What follows belongs to an exercise in optimizing a design on an open flow for small area; a production flow would make more cautious choices.
The RTL was checked by simulation tests, not by an equivalence proof against the original design.
Power and IR drop assume default switching activity.

Design pwroff_engine, start of the top module:
module pwroff_engine (
    input  wire        clk,
    input  wire        rst_n,         
    input  wire [31:0] base,
    input  wire [31:0] tick_rate,
    input  wire        trig_valid,
    input  wire [7:0]  trig_reason,
    output wire        ret_valid,
    output wire        ret_handled,
    input  wire        ret_ready,
    output wire        bus_valid,
    output wire        bus_write,
    output wire [31:0] bus_addr,
    output wire [7:0]  bus_wdata,
    input  wire        bus_ready,
    input  wire [7:0]  bus_rdata,
    output wire        slp_valid,
    output wire [6:0]  slp_units,
    input  wire        slp_ready,
    output wire        diag_valid,
    output wire [7:0]  diag_code,
    output wire [31:0] diag_data,
    input  wire        diag_ready,
    output wire [31:0] status
);
Size: ~210 I/O pins, about 0.0040 sq mm of cells after synthesis.
clock: 20.0 ns
lec_check: 0
cap_margin: 20
core_margin: 2
core_utilization: 40
slew_margin: 20
standard.sh (not shown) runs the stock make flow with config.mk's settings and CLKGATE_MAP_FILE= SYNTH_SCRIPT=/design/flow/synth_recipe.tcl, a recipe that flattens the netlist after the stock synthesis.
==> flow/flow/run.sh <==
#!/bin/bash
# Standard ORFS layout with three changes:
#  - after the standard synthesis, the combinational logic between the (unchanged) registers
#    is mapped again by ABC (half adders of the address incrementer are kept) with an area-oriented script (flow/abc_area.script), tried with
#    several random seeds; the smallest result that Yosys proves equivalent to the standard
#    netlist replaces it;
#  - port buffers use the smallest buffer cell;
#  - the clock tree uses 8x clock buffers and no dummy loads;
#  - constant outputs share one tie cell.
set -euo pipefail
W=$PWD
R=$W/orfs/results/sky130hd/pwroff_engine/base
LIB=$FLOW_HOME/platforms/sky130hd/lib/sky130_fd_sc_hd__tt_025C_1v80.lib
export BUFFER_PORTS_ARGS="-buffer_cell sky130_fd_sc_hd__buf_1"
export SKIP_REPAIR_TIE_FANOUT=1
export CTS_ARGS="-sink_clustering_enable -repair_clock_nets -buf_list sky130_fd_sc_hd__clkbuf_16 -root_buf sky130_fd_sc_hd__clkbuf_8 -dont_use_dummy_load"

# 1. standard synthesis
bash standard.sh "$R/1_2_yosys.v" > make_synth.log 2>&1
cp "$R/1_2_yosys.v" "$R/1_2_yosys_std.v"

# 2. remap the combinational logic; registers and tie cells are kept as they are
DU=$(sed 's/^/-dont_use /' flow/dont_use.txt | tr '\n' ' ')
: # work files of the remapping go to rs_* in this folder
remap() {
  local s=$1
  sed "s/@SEED@/$s/; s/@SEED2@/$((s + 50))/" flow/abc_area.script > rs_abc_$s.script
  cat > rs_remap_$s.ys <<EOS
read_liberty -ignore_miss_func $LIB
blackbox sky130_fd_sc_hd__*df* sky130_fd_sc_hd__conb_1
read_verilog $R/1_2_yosys_std.v
read_verilog -lib $W/flow/ha_keep.v
hierarchy -top $FLOW_TOP
select -set hak w:base %co1:+[A,B] t:sky130_fd_sc_hd__ha_1 %i
chtype -set ha_keep @hak
flatten
delete t:\$scopeinfo
opt_clean
techmap
opt -fast
abc -liberty $LIB $DU -script $W/rs_abc_$s.script
opt_clean -purge
chtype -set sky130_fd_sc_hd__ha_1 t:ha_keep
read_liberty -lib -ignore_redef $LIB
check -assert
tee -o $W/rs_stat_$s.txt stat -liberty $LIB
write_verilog -noattr -noexpr -nohex -nodec $W/rs_net_$s.v
EOS
  yosys -s rs_remap_$s.ys > rs_remap_$s.log 2>&1 || rm -f rs_net_$s.v
}
for s in 1 2 3 4; do remap $s & done; wait
for s in 5 6 7 8; do remap $s & done; wait

# candidates, smallest first
: > rs_areas.txt
for s in 1 2 3 4 5 6 7 8; do
  if [[ -f rs_net_$s.v ]]; then
    a=$(awk '/Chip area/ {print $NF}' rs_stat_$s.txt | tail -1)
    echo "$a $s" >> rs_areas.txt
  fi
done
sort -g rs_areas.txt -o rs_areas.txt
used=none
while read -r a s; do
  cat > rs_equiv_$s.ys <<EOS
read_liberty -ignore_miss_func $LIB
read_verilog $R/1_2_yosys_std.v
rename $FLOW_TOP gold
read_verilog $W/rs_net_$s.v
rename $FLOW_TOP gate
flatten
delete t:\$scopeinfo
opt_clean
equiv_make gold gate eq
hierarchy -top eq
equiv_simple -seq 2
equiv_induct
equiv_status -assert
EOS
  if yosys -s rs_equiv_$s.ys > rs_equiv_$s.log 2>&1; then
    cp rs_net_$s.v "$R/1_2_yosys.v"
    used=$s
    break
  fi
done < rs_areas.txt
echo "remapped netlist used: seed $used" > rs_used.txt

# 3. the rest of the standard flow
bash standard.sh > make_finish.log 2>&1
==> flow/flow/abc_area.script <==
strash
&get -n
&deepsyn -T 20 -S @SEED@
&put
dch -f
amap
strash
&get -n
&deepsyn -T 10 -S @SEED2@
&put
dch -f
amap
topo
Other scripts of this flow, unchanged in this note and not shown: flow/flow/dont_use.txt, flow/flow/ha_keep.v
==> next run, changes <==
--- a/flow/flow/run.sh
+++ b/flow/flow/run.sh
@@ -16 +16 @@
-export CTS_ARGS="-sink_clustering_enable -repair_clock_nets -buf_list sky130_fd_sc_hd__clkbuf_16 -root_buf sky130_fd_sc_hd__clkbuf_8 -dont_use_dummy_load"
+export CTS_ARGS="-sink_clustering_enable -repair_clock_nets -buf_list sky130_fd_sc_hd__clkbuf_8 -root_buf sky130_fd_sc_hd__clkbuf_8 -dont_use_dummy_load"
@@ -52,0 +53 @@
+for s in 9 10 11 12; do remap $s & done; wait
@@ -56 +57 @@
-for s in 1 2 3 4 5 6 7 8; do
+for s in 1 2 3 4 5 6 7 8 9 10 11 12; do
==> flow/flow/abc_area.script (replaced) <==
strash
&get -n
&deepsyn -T 60 -S @SEED@
&put
dch -f
amap
strash
&get -n
&deepsyn -T 30 -S @SEED2@
&put
dch -f
amap
topo
Settings changed: CORE_UTILIZATION 40 to 60, PLACE_DENSITY set to 0.85.
=> Design area shrinks by 1.8%. Power shrinks by 3.9%. Wire length shrinks by 5.1%. Worst setup slack loses 0.070 ns.
==> next run, changes <==
--- a/flow/flow/run.sh
+++ b/flow/flow/run.sh
@@ -53 +52,0 @@
-for s in 9 10 11 12; do remap $s & done; wait
@@ -57 +56 @@
-for s in 1 2 3 4 5 6 7 8 9 10 11 12; do
+for s in 1 2 3 4 5 6 7 8; do
==> flow/flow/abc_area.script (replaced) <==
strash
&get -n
&deepsyn -T 20 -S @SEED@
&put
dch -f
amap
strash
&get -n
&deepsyn -T 10 -S @SEED2@
&put
dch -f
amap
topo
Settings changed: CORE_UTILIZATION 60 to 40, PLACE_DENSITY 0.85 to 0.9.
What happened: The new run ran to the end with no violations; register-to-register slack gets better by 0.34 ns; worst hold slack improves by 0.0044 ns; final cell count is higher by a little under a tenth; power came out higher by a few percent.
==> next run, changes <==
Settings changed: CORE_UTILIZATION 40 to 60, PLACE_DENSITY 0.9 to 0.85.
Effect: Design area goes down by about 1.4%; sequential power hardly moves; non-clock buffer count is unchanged; via count climbs by about 5%; clock skew decreases by 0.024 ns; die area went down by 32%; power grows by about 0.9%; global-route usage went up by 13 points.
==> next run, changes <==
==> flow/flow/abc_area.script (replaced) <==
strash
&get -n
&deepsyn -T 60 -S @SEED@
&put
dch -f
amap
strash
&get -n
&deepsyn -T 30 -S @SEED2@
&put
dch -f
amap
topo
Settings changed: CORE_UTILIZATION 60 to 40, PLACE_DENSITY 0.85 to not set.
What happened: Combinational power grows by a few percent; core utilization shrinks by 25 points; via count shrinks by a few percent; worst setup slack improves by 0.052 ns; die area grows by well over a third; final cell count grows by a few percent; routed wire length grows by a few percent; power grows by a few percent; first-iteration DRC count shrinks by well over a third.

what the ideal ports hide:
The results above use ideal ports. As a check the final layouts listed here were re-extracted and re-timed, cells and wires unchanged.
Step 1 sets driving cells, clkbuf_16 on the clock port and buf_2 on the other inputs (assumed; they add their load-dependent delay and slew).
Step 2 also shifts input and output timing later by t, the mid clock arrival at the registers, as if the neighbouring blocks saw the same clock.
a / b / c = ideal ports / drivers / drivers and shift; a / b = the first two.
run | t, ns | setup slack, ns | worst setup path after step 2 | clock arrival spread, ns | worst data-port slew with drivers (ns)
the first run | 0.357 | 6.133 / 6.108 / 6.108 | input to output | 0.023 / 0.023 | 0.04
the second run | 0.330 | 6.063 / 6.044 / 6.044 | input to output | 0.026 / 0.025 | 0.04
the third run | 0.339 | 6.200 / 6.180 / 6.180 | input to output | 0.033 / 0.033 | 0.05
the fourth run | 0.343 | 6.151 / 6.128 / 6.128 | input to output | 0.009 / 0.009 | 0.04
the fifth run | 0.345 | 6.202 / 6.174 / 6.174 | input to output | 0.023 / 0.023 | 0.04
After both steps setup and hold are still met in every run listed. The setup slack of the fifth run, which loses most, moves by -0.028 ns with the drivers and by -0.028 ns with both steps.
